Background: an optimization exercise with open tools, aiming at small area, a short achievable clock period and few clock cycles. Do not read the settings as production practice.
The RTL was checked by simulation tests, not by an equivalence proof against the original design.
Power and IR drop assume default switching activity.

File: flow/run.sh
#!/bin/bash
# synth_recipe.tcl (not shown) runs the flow's synth.tcl, then flattens the netlist and writes it again
# the make line also repeats each setting of config.mk as NAME=value (left out here)
make -C /OpenROAD-flow-scripts/flow DESIGN_CONFIG=/design/flow/config.mk WORK_HOME=/design/flow/orfs CLKGATE_MAP_FILE= SYNTH_SCRIPT=/design/flow/synth_recipe.tcl finish
File: flow/config.mk
export PLATFORM = sky130hd
export DESIGN_NAME = cas_core
export DESIGN_NICKNAME = cas_core
export VERILOG_FILES = /design/flow/design.v
export SDC_FILE = /design/flow/constraint.sdc
export NUM_CORES = 4
export LEC_CHECK = 0
export ABC_AREA = 1
export CAP_MARGIN = 20
export CORE_MARGIN = 2
export CORE_UTILIZATION = 40
export PLACE_DENSITY = 0.6
export SETUP_SLACK_MARGIN = 5
export SLEW_MARGIN = 20
File: flow/constraint.sdc
create_clock -name core_clock -period 10.0 [get_ports {clk}]
set_input_delay 2.0000 -clock core_clock [delete_from_list [all_inputs] [get_ports {clk}]]
set_output_delay 2.0000 -clock core_clock [all_outputs]
set_load 0.01 [all_outputs]
File: flow/design.v
module cas_core (
    input  wire       clk,
    input  wire       rst,        
    input  wire       run,        
    input  wire [7:0] in_dev,     
    input  wire       ld_en,      
    input  wire [7:0] ld_addr,
    input  wire [7:0] ld_data,
    output reg        retire,     
    output reg        halted,
    output wire [7:0] pc,
    output wire [7:0] r0,
    output wire [7:0] r1,
    output wire [7:0] r2,
    output wire [7:0] r3,
    output wire       carry
);
    reg [511:0] mb0, mb1, mb2, mb3;
    wire [7:0] wdata = rst ? 8'd0 : ld_data;
    genvar g;
    generate
        for (g = 0; g < 64; g = g + 1) begin : wr
            wire hit = ld_en & (ld_addr[7:2] == g);
            always @(posedge clk) begin
                if (rst | (hit & (ld_addr[1:0] == 2'd0))) mb0[8*g +: 8] <= wdata;
                if (rst | (hit & (ld_addr[1:0] == 2'd1))) mb1[8*g +: 8] <= wdata;
                if (rst | (hit & (ld_addr[1:0] == 2'd2))) mb2[8*g +: 8] <= wdata;
                if (rst | (hit & (ld_addr[1:0] == 2'd3))) mb3[8*g +: 8] <= wdata;
            end
        end
    endgenerate
    reg  [7:0] ra;
    wire [7:0] lo  = 8'd1 << ra[4:2];
    wire [7:0] hi  = 8'd1 << ra[7:5];
    wire [7:0] lo1 = {lo[6:0], lo[7]};                     
    wire [7:0] hi1 = (&ra[4:2]) ? {hi[6:0], hi[7]} : hi;
    wire inc0 = (ra[1:0] != 2'd0);
    wire inc1 = ra[1];
    wire inc2 = (ra[1:0] == 2'd3);
    wire [7:0] lo_0 = inc0 ? lo1 : lo;
    wire [7:0] hi_0 = inc0 ? hi1 : hi;
    wire [7:0] lo_1 = inc1 ? lo1 : lo;
    wire [7:0] hi_1 = inc1 ? hi1 : hi;
    wire [7:0] lo_2 = inc2 ? lo1 : lo;
    wire [7:0] hi_2 = inc2 ? hi1 : hi;
    reg [7:0] q0, q1, q2, q3;
    integer k;
    always @(*) begin
        q0 = 8'd0;
        q1 = 8'd0;
        q2 = 8'd0;
        q3 = 8'd0;
        for (k = 0; k < 64; k = k + 1) begin
            q0 = q0 | ({8{hi_0[k >> 3] & lo_0[k & 7]}} & mb0[8*k +: 8]);
            q1 = q1 | ({8{hi_1[k >> 3] & lo_1[k & 7]}} & mb1[8*k +: 8]);
            q2 = q2 | ({8{hi_2[k >> 3] & lo_2[k & 7]}} & mb2[8*k +: 8]);
            q3 = q3 | ({8{hi[k >> 3]   & lo[k & 7]}}   & mb3[8*k +: 8]);
        end
    end
    localparam [1:0] ST_EX = 2'd0;    
    localparam [1:0] ST_FB = 2'd1;    
    localparam [1:0] ST_DI = 2'd2;    
    localparam [1:0] ST_DD = 2'd3;    
    reg [1:0] st;
    reg [7:0] w0, w1;                 
    reg [7:0] pc_q, ir, dr1, dr2;
    reg [7:0] gpr0, gpr1, gpr2, gpr3;
    reg       c;
    assign pc    = pc_q;
    assign r0    = gpr0;
    assign r1    = gpr1;
    assign r2    = gpr2;
    assign r3    = gpr3;
    assign carry = c;
    wire tick = run & ~halted;
    wire       memref = (w0[7:6] == 2'b00);
    wire [1:0] off    = (st == ST_EX && memref) ? 2'd1 : 2'd0;
    wire [1:0] s0     = ra[1:0] + off;
    wire [1:0] s1     = s0 + 2'd1;
    reg  [7:0] m0, m1;
    always @(*) begin
        case (s0)
            2'd0: m0 = q0;
            2'd1: m0 = q1;
            2'd2: m0 = q2;
            default: m0 = q3;
        endcase
        case (s1)
            2'd0: m1 = q0;
            2'd1: m1 = q1;
            2'd2: m1 = q2;
            default: m1 = q3;
        endcase
    end
    wire [1:0] rs = w0[3:2];
    wire [1:0] rd = w0[1:0];
    reg [7:0] rs_v, rd_v;
    always @(*) begin
        case (rs)
            2'd0: rs_v = gpr0;
            2'd1: rs_v = gpr1;
            2'd2: rs_v = gpr2;
            default: rs_v = gpr3;
        endcase
        case (rd)
            2'd0: rd_v = gpr0;
            2'd1: rd_v = gpr1;
            2'd2: rd_v = gpr2;
            default: rd_v = gpr3;
        endcase
    end
    wire [7:0] pc1 = pc_q + 8'd1;
    wire [7:0] pc2 = pc_q + 8'd2;
    wire [7:0] pc3 = pc_q + 8'd3;
    reg [7:0] ea;
    always @(*) begin
        case (w0[3:2])
            2'd2:    ea = gpr2 + w1;
            2'd3:    ea = pc2 + w1;
            default: ea = w1;
        endcase
    end
    wire [7:0] add_a = (w0[7:4] == 4'h9) ? rs_v : dr1;
    wire [7:0] add_b = (w0[7:4] == 4'hB) ? dr2  : rd_v;
    wire [8:0] sum   = {1'b0, add_a} + {1'b0, add_b} + {8'd0, c};
    reg  [1:0] st_n;
    reg  [7:0] ra_n, pc_n, ir_n, dr1_n, dr2_n;
    reg        c_n, halt_n, ret_n, wr_r, wld;
    reg  [1:0] wr_d;
    reg  [7:0] wr_v;
    always @(*) begin
        st_n   = ST_EX;
        ra_n   = ra;
        pc_n   = pc_q;
        ir_n   = ir;
        dr1_n  = dr1;
        dr2_n  = dr2;
        c_n    = c;
        halt_n = 1'b0;
        ret_n  = 1'b0;
        wr_r   = 1'b0;
        wr_d   = rd;
        wr_v   = sum[7:0];
        wld    = 1'b1;
        case (st)
            ST_EX: begin
                if (memref) begin
                    dr2_n = w1;
                    ir_n  = w0;
                    pc_n  = pc2;
                    ra_n  = pc3;
                    if (w0[3:2] == 2'b01) begin
                        st_n = ST_DI;
                        ra_n = w1;
                    end else begin
                        dr1_n = ea;
                        if (w0[5:4] == 2'b11) begin
                            ret_n = 1'b1;
                            if (c) begin
                                pc_n = ea;
                                ra_n = ea;
                                st_n = ST_FB;
                            end
                        end else begin
                            st_n = ST_DD;
                            ra_n = ea;
                        end
                    end
                end else begin
                    pc_n  = pc1;
                    ra_n  = pc2;
                    ret_n = 1'b1;
                    case (w0[7:4])
                        4'h4: begin wr_r = 1'b1; wr_v = in_dev; end
                        4'h5, 4'h6: halt_n = 1'b1;
                        4'h7, 4'h8: begin wr_r = 1'b1; wr_v = rs_v; end
                        4'h9: begin
                            dr1_n = rs_v;
                            dr2_n = rd_v;
                            wr_r  = 1'b1;
                            c_n   = sum[8];
                        end
                        4'hA: begin
                            dr2_n = rd_v;
                            wr_r  = 1'b1;
                            c_n   = sum[8];
                        end
                        4'hB: begin
                            wr_r = 1'b1;
                            c_n  = sum[8];
                        end
                        default: begin
                            wr_r = 1'b1;
                            wr_v = {rd_v[6:0], c};
                            c_n  = rd_v[7];
                        end
                    endcase
                end
            end
            ST_FB: begin
                ra_n = pc1;
            end
            ST_DI: begin
                wld   = 1'b0;
                dr1_n = m0;
                if (ir[5:4] == 2'b11) begin
                    ret_n = 1'b1;
                    ra_n  = pc1;
                    if (c) begin
                        pc_n = m0;
                        ra_n = m0;
                        st_n = ST_FB;
                    end
                end else begin
                    st_n = ST_DD;
                    ra_n = m0;
                end
            end
            default: begin
                wld   = 1'b0;
                wr_r  = 1'b1;
                wr_d  = ir[1:0];
                wr_v  = m0;
                ra_n  = pc1;
                ret_n = 1'b1;
            end
        endcase
    end
    always @(posedge clk) begin
        if (rst) begin
            st     <= ST_FB;
            ra     <= 8'd0;
            w0     <= 8'd0;
            w1     <= 8'd0;
            pc_q   <= 8'd0;
            ir     <= 8'd0;
            dr1    <= 8'd0;
            dr2    <= 8'd0;
            c      <= 1'b0;
            gpr0   <= 8'd0;
            gpr1   <= 8'd0;
            gpr2   <= 8'd0;
            gpr3   <= 8'd0;
            halted <= 1'b0;
            retire <= 1'b0;
        end else begin
            retire <= tick & ret_n;
            if (tick) begin
                st   <= st_n;
                ra   <= ra_n;
                pc_q <= pc_n;
                ir   <= ir_n;
                dr1  <= dr1_n;
                dr2  <= dr2_n;
                c    <= c_n;
                if (wld) begin
                    w0 <= m0;
                    w1 <= m1;
                end
                if (halt_n) halted <= 1'b1;
                if (wr_r) begin
                    case (wr_d)
                        2'd0: gpr0 <= wr_v;
                        2'd1: gpr1 <= wr_v;
                        2'd2: gpr2 <= wr_v;
                        default: gpr3 <= wr_v;
                    endcase
                end
            end
        end
    end
endmodule
==> out/metrics.cfg, run 1 <==
[setup_path]
required_ps = 10500
worst_path_largest_cell_delay_ps = 980
cp_max_fo = 16
startpoint_type = primary input
path_cells = clkdlybuf4s50_1 > inv_1 > nor3_2 > nand2_1 > o21ai_1
crit_buf_inv = 2
critPathCaptureType = flop
crit_family = simple AND/OR/NAND/NOR gates
critPathSlowestCell = nand2_1
worst-endpoint-arrival_ps = 5580
critical_path_class = primary input to flop

[clock_tree]
clockBufferDepth = 3
htree_levels = 4
clk_pin_slew_ps = 60
cts_tree = built
cts_buffers = 218
cts.sinks = 2137
cts_setup_buffers = 0
root_buffer = clkbuf_16
clock_latency_ps = 900

[grt]
grt_max_degree = 170
grt_overflow_total = 0
antenna_found_initial = 19
grt_use_total_pct = 31.1
grt_pass1_vias = 60836
grt_pass1_wl_mm = 484

[logic_synthesis]
synth-seq-cells = 2137
yosysUniqueCellTypes = 54
yosys_warnings = 1
ys_seq_area_share_pct = 71.8
synth.top_cells.by_count = 3029 x nand2_1, 2048 x edfxtp_1, 735 x nor2_1
ys.flop_type = edfxtp_1
synth_area_per_cell_um2 = 11.2
netlist_instances = 7840
async_flop_share_pct = 0
synth_edf_count = 2048
yosysMostFrequentCell = nand2_1
syn-num-nets = 7895
netlist.area_leader.share_pct = 69.7
syn_area_mm2 = 0.0882
yosys.area.top_type = edfxtp_1
ys_top_cells_by_area = edfxtp_1 70%, nand2_1 13%, nor2_1 3.1%

[run]
maxCapViolCount = 0

[placed_design]
place_area_mm2 = 0.0934
place_ws_ps = 3950
dpl.cell_count = 10819
gp_congestion = 1.02
port_buffers = 70
hpwl_mm = 244

[sta]
fin_skew_ps = 80.0
slew-limit-headroom_pct = 14.8
fmax_mhz = 197
period_minus_slack_ps = 5080
final.setup.tns_ps = 0
hold_slack_ps = 477
finalCritPeriodShare_pct = 50.8
tightest_slew_ps = 1280
hold_viol = 0
rsz0062_at_grt = true
finalSetupViolCount = 0
timing.final.ws_setup_ps = 4920
slew_viol_final = 0

[power]
power.leakage_nw = 38.9
power_mw = 21.0
ir_drop_mv = 0.203
p_per_area_mw_per_mm2 = 209

[worst_hold_path]
hp-class = flop to flop

[floorplan]
fp-row-count = 172
die_x_um = 474
die_y_um = 474
io-pin-count = 71
core_mm2 = 0.220
start_util_pct = 40.2
die_area_mm2 = 0.224

[drt]
drt_wl_total_mm = 356
drc = 0
ant_nets = 0
drt-wirelength-per-cell_um = 31.7
initialDrtViolationCount = 10801
viasPerCell = 5.83
drt_pass1_iterations = 7
dr_total_vias = 65495

[final_layout]
final_area_mm2 = 0.100
fin_cells = 11228
fin_util_pct = 45.7
drive_gt1_share_pct = 8.46
nNetsFinal = 8226
syn2layout_area_growth_pct = 13.9

[status]
status = complete, no violations

-- final timing paths --
check | from | slack (ps) | end | cells past startpoint
setup / recovery | ld_addr[6] | 4920 | mb0[210] | 5
hold / removal | halted | 480 | halted | 2
setup reg to reg | ra[5] | 4930 | gpr2[2] | 20
hold reg to reg | halted | 480 | halted | 2
-- cells by family after synthesis --
family / share of synthesized area, %
buffers and inverters: 2.31
flip-flops: 71.8
AND/OR/NAND/NOR: 20.3
XOR/XNOR: 0.189
adder cells (fa/ha/maj): 0.409
AO/OA/AOI/OAI: 5.06
-- timing repair --
action	4_1_cts	5_1_grt
endpoints found under the setup margin	28	106
hold buffers	0	0
cloned	0	0
pin swaps	0	0
resized for setup	4	8
-- registers in the layout, indices dropped and copies added, names as in the netlist, 512 cells and up --
signal  cells
mb3       512
mb0       512
mb2       512
mb1       512
-- tightest hold or removal path, stage by stage, from the launching register on --
cell and delay (ps):
dfxtp_1 310, inv_1 60, a21oi_1 60
-- where the power goes --
group	switching, mW	internal, mW	leakage, nW
Combinational	1.69	0.403	15.1
Clock	3.55	4.49	3.34
Sequential	0.274	10.6	20.5
Total	5.52	15.5	38.9
-- layout make-up --
| class | instances | area, µm² |
|---|---|---|
| Tap cell | 2871 | 3590 |
| Clock buffer | 271 | 5770 |
| Clock inverter | 122 | 1110 |
| Antenna cell | 13 | 32.5 |
| Sequential cell | 2137 | 63300 |
| Multi-Input combinational cell | 5195 | 23000 |
| Inverter | 358 | 1370 |
| Timing Repair Buffer | 261 | 2260 |
| Fill cell | 20244 | 119000 |
-- placed cells by master (no fill, tap or decap), drive strengths merged, types with 69 or more instances in the layout --
cell / netlist / routed
nor2: 818 / 818
clkdlybuf4s50: 0 / 69
o21ai: 448 / 448
nand2: 3077 / 3077
edfxtp: 2048 / 2048
dfxtp: 89 / 89
nand4: 140 / 140
inv: 355 / 361
a21oi: 127 / 127
clkbuf: 99 / 272
nand3: 317 / 317
buf: 51 / 191
clkinv: 3 / 92
-- per-layer routing --
layer,GRT usage [%],vias up,share of wire (%)
met4,18.3,30,6.9
li1,-,27763,-
met3,7.75,871,12
met1,41.7,32121,38
met2,45.7,4710,43
met5,0,-,0.055
Testbench counts, summed over its fixed seeds: cycles 42,099.
==> inputs of run 2 (changes only) <==
==> flow/flow/run.sh (new file) <==
#!/bin/bash
# Own layout flow: the standard flow, with two changes.
#  1. Synthesis runs the standard synthesis script (synth_recipe.tcl, via
#     standard.sh synth) with a copy of ORFS's scripts folder in which
#     abc_area.script is replaced by flow/abc_area.script, an area-oriented
#     ABC mapping (no buffering/upsizing inside ABC). Registers are mapped
#     before ABC runs, so they are the standard synthesis's registers.
#  2. The rest of the standard flow runs with a setup slack margin, so that
#     timing repair aims for a shorter period than the 10 ns clock.
# Each tool's output goes to a log file in the work folder.
set -euo pipefail
W="$(cd "$(dirname "${BASH_SOURCE[0]}")/.." && pwd)"
cd "$W"
MARGIN="$(cat "$W/flow/setup_margin")"
rm -rf "$W/scripts_abc"
cp -r "$FLOW_HOME/scripts" "$W/scripts_abc"
cp "$W/flow/abc_area.script" "$W/scripts_abc/abc_area.script"
SCRIPTS_DIR="$W/scripts_abc" bash standard.sh synth > "$W/synth.log" 2>&1
SETUP_SLACK_MARGIN="$MARGIN" bash standard.sh > "$W/layout.log" 2>&1
==> flow/flow/abc_area.script (new file) <==
strash; &get -n; &fraig -x; &put; scorr; dc2; strash; &get -n; &dch -f; &nf; &put
==> flow/flow/setup_margin (new file) <==
6
==> flow/standard.sh (new file) <==
#!/bin/bash
# synth_recipe.tcl (not shown) runs the flow's synth.tcl, then flattens the netlist and writes it again
# the make line also repeats each setting of config.mk as NAME=value (left out here)
make -C /OpenROAD-flow-scripts/flow DESIGN_CONFIG=/design/flow/config.mk WORK_HOME=/design/flow/orfs CLKGATE_MAP_FILE= SYNTH_SCRIPT=/design/flow/synth_recipe.tcl "${@:-finish}"
--- a/flow/config.mk
+++ b/flow/config.mk
@@ -10,5 +10,4 @@
 export CORE_MARGIN = 2
 export CORE_UTILIZATION = 40
 export PLACE_DENSITY = 0.6
-export SETUP_SLACK_MARGIN = 5
 export SLEW_MARGIN = 20
removed: flow/run.sh
==> run 2 against run 1 <==
Compared with the run above: cell area rose by 0.58%; utilization rose by 4.8 points; non-clock buffer count rose by 483; power rose by 1.5%; synthesized cell count fell by 39%; largest cell class unchanged; flip-flop and latch count did not move; via count fell by 12%; sequential share of layout area fell by 0.31 points; routed wire length fell by 9.4%; register-to-register slack improved by 530 ps; worst setup slack improved by 550 ps; global-route usage fell by 0.41 points.
==> out/metrics.cfg, run 2 <==
[setup_path]
critPathSlowestCell = a222oi_1  ; was nand2_1
startpoint_type = flop  ; was primary input
path_cells = buf_4 > nor3b_4 > mux2i_2 > buf_6 > buf_4 > a21oi_1 > buf_4 > a222oi_1 > nand4_1 > a211oi_4 > o22ai_4 > or2_4 > a21oi_4 > a21oi_1  ; was clkdlybuf4s50_1 > inv_1 > nor3_2 > nand2_1 > o21ai_1
ff2ff_setup_slack_ps = 5460  ; was 4930 ps
ff2ff_path_depth = 14  ; was 20
r2r-end = gpr0[3]  ; was gpr2[2]
required_ps = 10720  ; was 10500 ps
critPathCaptureType = flop  ; unchanged
crit_buf_inv = 4  ; was 2
worst-endpoint-arrival_ps = 5260  ; was 5580 ps
r2r-start = ra[2]  ; was ra[5]
crit_family = compound AO/OA/AOI/OAI gates  ; was simple AND/OR/NAND/NOR gates
path_common_cell = buf_4
cp_max_fo = 6  ; was 16
critical_path_class = flop to flop  ; was primary input to flop
worst_path_largest_cell_delay_ps = 1000  ; was 980 ps

[logic_synthesis]
synth_edf_count = 2048  ; unchanged
synth_area_per_cell_um2 = 16.9  ; was 11.2 µm²
yosysMostFrequentCell = edfxtp_1  ; was nand2_1
async_flop_share_pct = 0  ; unchanged
syn-num-nets = 4816  ; was 7895
synth-seq-cells = 2137  ; unchanged
netlist_instances = 4761  ; was 7840
ys_top_cells_by_area = edfxtp_1 77%, a222oi_1 5.2%, a22oi_1 2.9%  ; was edfxtp_1 70%, nand2_1 13%, nor2_1 3.1%
synth.top_cells.by_count = 2048 x edfxtp_1, 417 x a222oi_1, 322 x o21ai_0  ; was 3029 x nand2_1, 2048 x edfxtp_1, 735 x nor2_1
synthSimpleGateAreaFrac_pct = 6.02  ; was 20.3%
yosys_warnings = 1  ; unchanged
yosysUniqueCellTypes = 56  ; was 54
netlist.area_leader.share_pct = 76.6  ; was 69.7%
ys.flop_type = edfxtp_1  ; unchanged
synth_top_family_by_area = compound AO/OA/AOI/OAI gates  ; was simple AND/OR/NAND/NOR gates
yosys.area.top_type = edfxtp_1  ; unchanged
synthMuxAreaShare_pct = 0.969  ; was 0%
syn_area_mm2 = 0.0803  ; was 0.0882 mm²
ys_seq_area_share_pct = 78.8  ; was 71.8%
synth_xor_area_share_pct = 0.262  ; was 0.189%
synth_fa_ha_area_share_pct = 0.449  ; was 0.409%
synth_compound_gate_area_share_pct = 13.4  ; was 5.06%

[clock_tree]
postCtsHoldBufs = 0  ; unchanged
cts_buffers = 209  ; was 218
cts_tree = built  ; unchanged
clockBufferDepth = 3  ; unchanged
root_buffer = clkbuf_16  ; unchanged
htree_levels = 4  ; unchanged
clock_latency_ps = 900  ; about the same
cts.sinks = 2137  ; unchanged
clk_pin_slew_ps = 60  ; about the same

[sta]
fmax_mhz = 220  ; was 197 MHz
finalSetupViolCount = 0  ; unchanged
tightest_slew_ps = 1240  ; was 1280 ps
finalCritPeriodShare_pct = 45.4  ; was 50.8%
final.setup.tns_ps = 0  ; unchanged
timing.final.ws_setup_ps = 5460  ; was 4920 ps
hold_viol = 0  ; unchanged
slew-limit-headroom_pct = 17.5  ; was 14.8%
period_minus_slack_ps = 4540  ; was 5080 ps
hold_slack_ps = 461  ; was 477 ps
rsz0062_at_grt = true  ; unchanged
fin_skew_ps = 60.1  ; was 80.0 ps
slew_viol_final = 0  ; unchanged

[final_layout]
fin_cells = 8561  ; was 11228
most-common-layout-cells = 2048 x edfxtp_1, 514 x buf_4, 417 x a222oi_1, 309 x a22oi_1, 263 x nand2_1  ; was 3024 x nand2_1, 2048 x edfxtp_1, 721 x nor2_1, 327 x inv_1, 303 x nand3_1
syn2layout_area_growth_pct = 25.7  ; was 13.9%
drive_gt1_share_pct = 25.5  ; was 8.46%
nNetsFinal = 5774  ; was 8226
final_common_cell = edfxtp_1  ; was nand2_1

[drt]
ant_nets = 0  ; unchanged
drt-wirelength-per-cell_um = 37.7  ; was 31.7 µm
viasPerCell = 6.74  ; was 5.83
initialDrtViolationCount = 12670  ; was 10801
dr_total_vias = 57697  ; was 65495
drt_wl_total_mm = 323  ; was 356 mm
drt_pass1_iterations = 13  ; was 7
drc = 0  ; unchanged

[grt]
grt_pass1_vias = 52963  ; was 60836
grt_pass1_wl_mm = 438  ; was 484 mm
grt_max_degree = 204  ; was 170
grt_use_total_pct = 30.7  ; was 31.1%
grt_overflow_total = 0  ; unchanged
antenna_found_initial = 18  ; was 19

[run]
maxCapViolCount = 0  ; unchanged

[worst_hold_path]
worst_hold_startpoint = ir[1]  ; was halted
hold-path-endpoint = ir[1]  ; was halted
hp-class = flop to flop  ; unchanged
hold_depth = 2  ; unchanged

[power]
p_per_area_mw_per_mm2 = 211  ; was 209 mW/mm²
p_int_mw = 15.9  ; was 15.5 mW
ir_drop_mv = 0.206  ; was 0.203 mV
swShare_pct = 25.6  ; was 26.2%
clkPwrFrac_pct = 37.7  ; was 38.2%
power_mw = 21.3  ; was 21.0 mW
p_comb_share_pct = 11.2  ; was 10.0%
seq_power_share_pct = 51.1  ; was 51.8%
p_sw_mw = 5.46  ; was 5.52 mW
power.leakage_nw = 33.5  ; was 38.9 nW

[placed_design]
gp_congestion = 0.950  ; was 1.02
port_buffers = 70  ; unchanged
dpl.cell_count = 7864  ; was 10819
place_ws_ps = 3760  ; was 3950 ps
hpwl_mm = 206  ; was 244 mm

[floorplan]
core_mm2 = 0.200  ; was 0.220 mm²
fp-row-count = 164  ; was 172
start_util_pct = 40.2  ; about the same
die_y_um = 452  ; was 474 µm
io-pin-count = 71  ; unchanged
die_area_mm2 = 0.204  ; was 0.224 mm²
die_x_um = 452  ; was 474 µm

[status]
status = complete, no violations  ; unchanged

==> run 2: tightest hold or removal path, cell delays in order (launching register included) <==
cell and delay, ps:
dfxtp_1 310, nand2_1 50, a21oi_1 50
==> run 2: layout make-up <==
cell class | count | area [µm²]
Tap cell | 2656 | 3320
Multi-Input combinational cell | 2604 | 20400
Antenna cell | 9 | 22.5
Fill cell | 16228 | 98700
Sequential cell | 2137 | 63300
Clock buffer | 244 | 5390
Clock inverter | 144 | 1540
Timing Repair inverter | 1 | 11.3
Timing Repair Buffer | 744 | 6900
Inverter | 22 | 109
==> run 2: layer usage <==
metal | global-route usage, % | routed length (µm)
met5 | 0 | 152
met4 | 13.3 | 16700
met2 | 44.8 | 139000
met1 | 42.9 | 120000
met3 | 8.56 | 47100
==> run 2: how the worst max path moves through the flow <==
stage                    to  cells after the start        from  slack (ps)
finish              gpr0[3]                     14       ra[2]        5460
global route        gpr0[3]                     14       ra[2]        5630
CTS                   ra[0]                     16       ra[1]        5730
detailed placement  gpr3[6]                     13       ra[3]        3760
global placement    gpr3[5]                     12       ra[0]        3520
floorplan            mb0[0]                      1  ld_data[0]        5280
==> run 2: per-stage QoR <==
step	util (%)	instance area, µm²
2_1_floorplan	-	80500
3_3_place_gp	43.9	87600
3_5_place_dp	44.0	87900
4_1_cts	49.7	99300
5_1_grt	50.6	101000
6_report	50.6	101000
==> run 2: what timing repair did <==
item                                    4_1_cts  5_1_grt
pin swaps                                   170       99
buffers inserted                            204       88
cloned                                        4        1
gates resized for setup                     582      183
endpoints found under the setup margin     1917     1380
==> run 2: power groups by stage <==
stage	registers (mW)	logic [mW]	clock network, mW
finish	10.9	2.39	8.05
global route	10.9	2.43	8.40
CTS	10.9	2.19	8.06
detailed placement	11.1	1.82	0
global placement	11.0	1.80	0
floorplan	11.0	0.809	0
==> run 2: kinds of logic after synthesis <==
family,Yosys count
DFF,2137
and+or+nand+nor,1031
AOI/OAI and AO/OA,1455
muxes,65
adders and majority gates,27
buffers and inverters,22
xor gates and xnor gates,24

-- port drivers added, routing unchanged --
In the flow no input, the clock included, has a driving cell. The finished layouts below were timed again as built, in two steps. Step 1 (the two cells are an assumption about what drives the block):
set clk [get_ports {clk}]
set_driving_cell -lib_cell sky130_fd_sc_hd__clkbuf_16 $clk
set_driving_cell -lib_cell sky130_fd_sc_hd__buf_2 [delete_from_list [all_inputs] $clk]
Step 2 adds t to the input delays and takes it off the output delays; t is the mean of the earliest and latest rising clock arrival at the registers after step 1. Input paths then give back, and output paths get back, about the clock's delay inside the block. Three values: no drivers, after step 1, after step 2; two values: the first two.
run	t (ns)	setup slack, ns	hold WS [ns]	worst setup path at the end
run 1	0.961	4.916 / 4.931 / 4.031	0.477 / 0.477 / 0.477	input to register
run 2	0.962	5.463 / 5.463 / 4.832	0.461 / 0.461 / 0.461	input to register
After both steps setup and hold are still met in every run listed. The setup slack of run 1, which loses most, moves by +0.015 ns with the drivers and by -0.885 ns with both steps.
